This design comes from an exercise in tuning for small area and few clock cycles on the open sky130 flow, not from production work. In this exercise RTL edits were held to simulation tests only and were not proved equivalent to the original. Power is estimated from default activity; no workload was simulated.

==> v25: inputs <==
==> flow/design.v (excerpt) <==
module nios_codec (
    input  wire        clk,
    input  wire        rst,             
    input  wire        op_valid,
    output wire        op_ready,
    input  wire [63:0] op,
    output reg         rsp_valid,
    output wire [1:0]  rsp_kind,        
    output wire [63:0] rsp_data,
    output wire        ev_notice,
    output wire [5:0]  ev_notice_obs,
    output wire [5:0]  ev_notice_exp,
    output wire        ev_suppressed,
    output wire        ev_sample,
    output wire [31:0] ev_sample_val,
    output wire        ev_summary,
    output wire [34:0] ev_summary_val
);
    localparam [2:0] OP_NOP = 3'd0, OP_ENC = 3'd1, OP_CMDRD = 3'd2, OP_DSTART = 3'd3,
                     OP_DBYTE = 3'd4, OP_DEND = 3'd5, OP_READ = 3'd6, OP_RESET = 3'd7;
    localparam [1:0] PH_IDLE = 2'd0, PH_CMD = 2'd1, PH_DEC = 2'd2, PH_DONE = 2'd3;
    localparam [2:0] E_NONE = 3'd0, E_ARG = 3'd1, E_INPUT = 3'd2, E_SEQ = 3'd3, E_ILL = 3'd4;
    localparam [1:0] R_OK = 2'd0, R_VAL = 2'd1, R_FAULT = 2'd2, R_REFUSED = 2'd3;
    function [34:0] inc35(input [34:0] a, input ci);
        integer i; reg t;
        begin
            t = 1'b1;
            for (i = 0; i < 35; i = i + 1) begin
                inc35[i] = a[i] ^ (ci & t);
                t = t & a[i];
            end
        end
    endfunction
    function [5:0] inc6(input [5:0] a);
        integer i; reg c;
        begin
            c = 1'b1;
            for (i = 0; i < 6; i = i + 1) begin
                inc6[i] = a[i] ^ c;
                c = c & a[i];
            end
        end
    endfunction
    reg [1:0]  ph;
    reg [2:0]  err;
    reg [31:0] cmd;
    reg [34:0] rec_done;
    reg [1:0]  byte_idx;
    reg [23:0] asm_buf;
    reg [34:0] loss;
    reg [31:0] last_word;
    reg        last_mis;
    reg        have_rec;      
    reg  [33:0] half_total;
    reg  [6:0]  mwin;         
    reg  [2:0]  mcy;          
    reg  [5:0]  mcnt;
    wire        busy = |mcnt;
    wire        mb   = half_total[0];     
    wire [3:0]  msum = mb + mwin[0] + mwin[1] + mwin[2] + mwin[4] + mwin[6] + mcy;
    reg [1:0]  r_kind;
    reg        r_cmdrd;
  ...
export LEC_CHECK = 0
export CAP_MARGIN = 20
export CORE_MARGIN = 2
export CORE_UTILIZATION = 40
export SLEW_MARGIN = 20
create_clock -name core_clock -period 7.0 [get_ports {clk}]
standard.sh (not shown) runs the stock make flow with config.mk's settings and CLKGATE_MAP_FILE= SYNTH_SCRIPT=/design/flow/synth_recipe.tcl, a recipe that flattens the netlist after the stock synthesis.
==> flow/flow/run.sh <==
#!/bin/bash
# Standard ORFS layout (the standard.sh, unchanged synthesis), with
# layout-only changes: ports are buffered with the smallest buffer cell, the
# clock tree uses small clock buffers in larger clusters and no dummy loads,
# Yosys/ABC buffers are removed at floorplan, placement is not timing driven
# (the design has ample slack), and the tie cell of the constant outputs is
# not split per output.
set -euo pipefail
export BUFFER_PORTS_ARGS="-buffer_cell sky130_fd_sc_hd__buf_1"
export CTS_ARGS="-sink_clustering_enable -repair_clock_nets -dont_use_dummy_load -buf_list sky130_fd_sc_hd__clkbuf_4 -sink_clustering_size 10 -sink_clustering_max_diameter 40"
export REMOVE_ABC_BUFFERS=1
export GPL_TIMING_DRIVEN=0
export SKIP_REPAIR_TIE_FANOUT=1
bash standard.sh > flow.log 2>&1
==> v13 (differences from v25) <==
--- a/flow/design.v
+++ b/flow/design.v
@@ -20,16 +20,20 @@
                      OP_DBYTE = 3'd4, OP_DEND = 3'd5, OP_READ = 3'd6, OP_RESET = 3'd7;
     localparam [1:0] PH_IDLE = 2'd0, PH_CMD = 2'd1, PH_DEC = 2'd2, PH_DONE = 2'd3;
     localparam [2:0] E_NONE = 3'd0, E_ARG = 3'd1, E_INPUT = 3'd2, E_SEQ = 3'd3, E_ILL = 3'd4;
     localparam [1:0] R_OK = 2'd0, R_VAL = 2'd1, R_FAULT = 2'd2, R_REFUSED = 2'd3;
     function [34:0] inc35(input [34:0] a, input ci);
-        integer i; reg t;
+        integer i, k; reg c, cb;
         begin
-            t = 1'b1;
-            for (i = 0; i < 35; i = i + 1) begin
-                inc35[i] = a[i] ^ (ci & t);
-                t = t & a[i];
+            cb = ci;
+            for (i = 0; i < 35; i = i + 7) begin
+                c = cb;
+                for (k = 0; k < 7; k = k + 1) begin
+                    inc35[i+k] = a[i+k] ^ c;
+                    c = c & a[i+k];
+                end
+                cb = cb & (&a[i +: 7]);
             end
         end
     endfunction
     function [5:0] inc6(input [5:0] a);
         integer i; reg c;
==> flow/flow/run.sh (replaced) <==
#!/bin/bash
# Standard ORFS layout (the standard.sh, unchanged synthesis), with
# layout-only changes: ports are buffered with the smallest buffer cell, the
# clock tree uses mid-size clock buffers in larger clusters and no dummy
# loads, and the tie cell of the constant outputs is not split per output.
set -euo pipefail
export BUFFER_PORTS_ARGS="-buffer_cell sky130_fd_sc_hd__buf_1"
export CTS_ARGS="-sink_clustering_enable -repair_clock_nets -dont_use_dummy_load -buf_list sky130_fd_sc_hd__clkbuf_8 -sink_clustering_size 20 -sink_clustering_max_diameter 60"
export SKIP_REPAIR_TIE_FANOUT=1
bash standard.sh > flow.log 2>&1
- CORE_UTILIZATION: 40 -> 65
- PLACE_DENSITY: not set -> 0.75
==> v37 (differences from v25) <==
--- a/flow/design.v
+++ b/flow/design.v
@@ -66,54 +66,80 @@
     reg [5:0]  r_exp;
     assign op_ready = ~(busy & op[63] & op[62]);
     wire       fire     = op_valid & op_ready;
     wire [2:0] opc      = op[63:61];
     wire       in_fault = |err;
-    wire is_nop   = (opc == OP_NOP);
-    wire is_enc   = (opc == OP_ENC);
-    wire is_cmdrd = (opc == OP_CMDRD);
-    wire is_dst   = (opc == OP_DSTART);
-    wire is_dbyte = (opc == OP_DBYTE);
-    wire is_dend  = (opc == OP_DEND);
-    wire is_read  = (opc == OP_READ);
-    wire is_reset = (opc == OP_RESET);
-    wire or_hi   = |op[60:8];
-    wire or_mid  = |op[7:3];
-    wire or_lo   = |op[1:0];
-    wire no_arg  = is_nop | is_dst | is_dend;
-    wire rsv_bad = (or_hi & ~is_enc & ~is_reset) | (or_mid & (no_arg | is_cmdrd | is_read)) | (op[2] & (no_arg | is_cmdrd)) | (or_lo & no_arg);
-    wire admitted = is_enc   ? (ph == PH_IDLE) :
-                    is_cmdrd ? (ph != PH_IDLE) :
-                    is_dst   ? (ph == PH_CMD)  :
-                    (is_dbyte | is_dend) ? (ph == PH_DEC) : 1'b1;
+    reg rsv_bad;
+    always @* begin
+        case (opc)
+            OP_NOP, OP_DSTART, OP_DEND: rsv_bad = |op[60:0];
+            OP_CMDRD:                   rsv_bad = |op[60:2];
+            OP_DBYTE:                   rsv_bad = |op[60:8];
+            OP_READ:                    rsv_bad = |op[60:3];
+            default:                    rsv_bad = 1'b0;
+        endcase
+    end
+    reg admitted;
+    always @* begin
+        case (opc)
+            OP_ENC:    admitted = (ph == PH_IDLE);
+            OP_CMDRD:  admitted = (ph != PH_IDLE);
+            OP_DSTART: admitted = (ph == PH_CMD);
+            OP_DBYTE:  admitted = (ph == PH_DEC);
+            OP_DEND:   admitted = (ph == PH_DEC);
+            default:   admitted = 1'b1;
+        endcase
+    end
     wire [34:0] total_calc = {half_total, 1'b0};
     wire        all_done   = busy ? ~|cmd[25:0] : (rec_done == total_calc);
     wire [5:0]  exp_ctr  = have_rec ? inc6(last_word[26:21]) : 6'd0;
     wire [31:0] rec_word = {asm_buf, op[7:0]};
     wire        rec_mis  = (rec_word[26:21] != exp_ctr);
     wire        loss_hz  = ~|loss[34:3];
     wire        loss_le5 = loss_hz & ~(loss[2] & loss[1]);
     wire        loss_eq5 = loss_hz & (loss[2:0] == 3'd5);
     wire        loss_ge5 = ~loss_hz | (loss[2] & (loss[1] | loss[0]));
     wire        enc_ch_bad = |op[57:29];
-    wire go       = ~is_reset & ~in_fault;            
-    wire legal    = go & ~rsv_bad & admitted;
-    wire byte_bad = is_dbyte & all_done;
-    wire end_bad  = is_dend & (byte_idx != 2'd0 || !all_done);
-    wire arg_bad  = is_enc & enc_ch_bad;
-    wire fault    = go & (rsv_bad | ~admitted | arg_bad | byte_bad | end_bad);
-    wire [2:0] fault_code = rsv_bad ? E_ILL : ~admitted ? E_SEQ : arg_bad ? E_ARG : E_INPUT;
-    wire do_reset  = is_reset;
-    wire do_enc    = legal & is_enc & ~enc_ch_bad;
-    wire do_dstart = legal & is_dst;
-    wire do_byte   = legal & is_dbyte & ~all_done & (byte_idx != 2'd3);
-    wire do_rec    = legal & is_dbyte & ~all_done & (byte_idx == 2'd3);
-    wire do_dend   = legal & is_dend & ~end_bad;
-    wire fault_ok  = (is_nop | is_read) & ~rsv_bad;   
-    wire [1:0] n_kind = (~is_reset & in_fault) ? (fault_ok ? {1'b0, is_read} : R_REFUSED) :
-                        fault ? R_FAULT :
-                        {1'b0, go & (is_cmdrd | is_read)};
+    reg        fault;
+    reg [2:0]  fault_code;
+    reg [1:0]  n_kind;
+    reg        do_reset, do_enc, do_dstart, do_byte, do_rec, do_dend;
+    always @* begin
+        fault = 1'b0; fault_code = E_NONE; n_kind = R_OK;
+        do_reset = 1'b0; do_enc = 1'b0; do_dstart = 1'b0; do_byte = 1'b0; do_rec = 1'b0; do_dend = 1'b0;
+        if (opc == OP_RESET) begin
+            do_reset = 1'b1;
+        end else if (in_fault) begin
+            if ((opc == OP_NOP || opc == OP_READ) && !rsv_bad) n_kind = (opc == OP_READ) ? R_VAL : R_OK;
+            else n_kind = R_REFUSED;
+        end else if (rsv_bad) begin
+            fault = 1'b1; fault_code = E_ILL;
+        end else if (!admitted) begin
+            fault = 1'b1; fault_code = E_SEQ;
+        end else begin
+            case (opc)
+                OP_ENC: begin
+                    if (enc_ch_bad) begin fault = 1'b1; fault_code = E_ARG; end
+                    else do_enc = 1'b1;
+                end
+                OP_CMDRD:  n_kind = R_VAL;
+                OP_DSTART: do_dstart = 1'b1;
+                OP_DBYTE: begin
+                    if (all_done) begin fault = 1'b1; fault_code = E_INPUT; end
+                    else if (byte_idx != 2'd3) do_byte = 1'b1;
+                    else do_rec = 1'b1;
+                end
+                OP_DEND: begin
+                    if (byte_idx != 2'd0 || !all_done) begin fault = 1'b1; fault_code = E_INPUT; end
+                    else do_dend = 1'b1;
+                end
+                OP_READ:   n_kind = R_VAL;
+                default:   n_kind = R_OK;
+            endcase
+        end
+        if (fault) n_kind = R_FAULT;
+    end
     always @(posedge clk) begin
         if (rst || (fire && do_reset)) begin
             ph        <= PH_IDLE;
             err       <= E_NONE;
             byte_idx  <= 2'd0;
@@ -170,19 +196,19 @@
         r_sample  <= do_rec;
         r_summary <= do_dend && !loss_le5;
         r_exp     <= exp_ctr;
     end
     wire [12:0] status_word = {loss_ge5, last_mis, byte_idx, 1'b0, err, 1'b0, in_fault, ph & {2{~in_fault}}};
-    wire        rd_resp = ~r_kind[1] & ~r_cmdrd;
+    wire        is_read = ~r_kind[1] & ~r_cmdrd;
     wire        is_cb   = ~r_kind[1] & r_cmdrd;
-    wire s_status = rd_resp & (r_sel == 3'd0);
-    wire s_cmd    = rd_resp & (r_sel == 3'd1) & (ph != PH_IDLE);
-    wire s_total  = rd_resp & (r_sel == 3'd2) & ph[1];
-    wire s_done   = rd_resp & (r_sel == 3'd3);
-    wire s_exp    = rd_resp & (r_sel == 3'd4);
-    wire s_loss   = rd_resp & (r_sel == 3'd5);
-    wire s_lw     = rd_resp & (r_sel[2:1] == 2'b11) & have_rec;
+    wire s_status = is_read & (r_sel == 3'd0);
+    wire s_cmd    = is_read & (r_sel == 3'd1) & (ph != PH_IDLE);
+    wire s_total  = is_read & (r_sel == 3'd2) & ph[1];
+    wire s_done   = is_read & (r_sel == 3'd3);
+    wire s_exp    = is_read & (r_sel == 3'd4);
+    wire s_loss   = is_read & (r_sel == 3'd5);
+    wire s_lw     = is_read & (r_sel[2:1] == 2'b11) & have_rec;
     wire s_sx     = s_lw & r_sel[0];
     wire s_err    = r_kind[1];
     wire s_clo = s_cmd | (is_cb & (r_sel[1:0] == 2'd3));
     wire [34:0] dsel =
           ({35{s_status}} & {22'd0, status_word})
==> flow/flow/run.sh (replaced) <==
#!/bin/bash
# Standard ORFS layout (the standard.sh, unchanged synthesis), with
# layout-only changes: ports are buffered with the smallest buffer cell, and
# clock tree synthesis uses small clock buffers and inserts no dummy loads.
set -euo pipefail
export BUFFER_PORTS_ARGS="-buffer_cell sky130_fd_sc_hd__buf_1"
export CTS_ARGS="-sink_clustering_enable -repair_clock_nets -dont_use_dummy_load -buf_list sky130_fd_sc_hd__clkbuf_4"
bash standard.sh > flow.log 2>&1
==> run summary <==
quantity                                                                          v25                      v13                      v37
Reg power frac                                                                  55.4%                    57.1%                    52.7%
Total length of routed met2 wires                                            16700 um                 14100 um                 17800 um
Number of iterations in the first detailed-routing pass                             9                        7                        7
Highest signal layer in the routed design                                        met5                     met4                     met4
Library cell with the highest instance count after synthesis                  dfxtp_1                  nand2_1                  nand2_1
Outcome                                                       complete, no violations  complete, no violations  complete, no violations
Global routing met3 resource utilization                                        6.08%                    4.14%                    5.73%
Total wirelength of the detailed-routed design                               38900 um                 32400 um                 40600 um
Leakage component of the power                                                4.16 nW                  4.82 nW                  4.44 nW
Placed cell count                                                                1637                     1397                     1733
Sum of net half-perimeters after detailed placement                          29100 um                 24800 um                 30500 um
Min Hold Slack                                                               0.419 ns                 0.433 ns                 0.408 ns
Clock network area share                                                        2.19%                    1.83%                    3.54%
Final worst-path setup slack                                                  1.71 ns                  2.19 ns                  1.81 ns
Post-placement setup slack                                                    1.72 ns                  1.62 ns                  2.05 ns
Fill count                                                                       2859                     1340                     2868
Testbench counts of v25, summed over its fixed seeds: cycles 49,534.
Testbench counts of v13, summed over its fixed seeds: cycles 49,534.
Testbench counts of v37, summed over its fixed seeds: cycles 49,534.

what the ideal ports hide:
The flow's constraints put no driver on any port. The routed layouts listed below were extracted and timed again, unchanged, in two steps.
Step 1, drivers: a clkbuf_16 drives clk and a buf_2 each remaining input, both assumed.
Step 2 adds t to the input delays and takes it off the output delays; t is the mean of the earliest and latest rising clock arrival at the registers after step 1. Input paths then give back, and output paths get back, about the clock's delay inside the block.
a / b / c = no drivers / after step 1 / after step 2; a / b = the first two.
run | shift t [ns] | slack for setup (ns) | worst register clock-pin slew, ns | cell pins on the clock port's net
v25 | 0.677 | 1.713 / 1.666 / 1.611 | 0.11 / 0.11 | 1
v13 | 0.532 | 2.192 / 2.202 / 1.669 | 0.12 / 0.12 | 1
v37 | 0.725 | 1.812 / 1.766 / 2.265 | 0.07 / 0.07 | 1
After both steps setup and hold are still met in every run listed. The setup slack of v13, which loses most, moves by +0.010 ns with the drivers and by -0.523 ns with both steps.
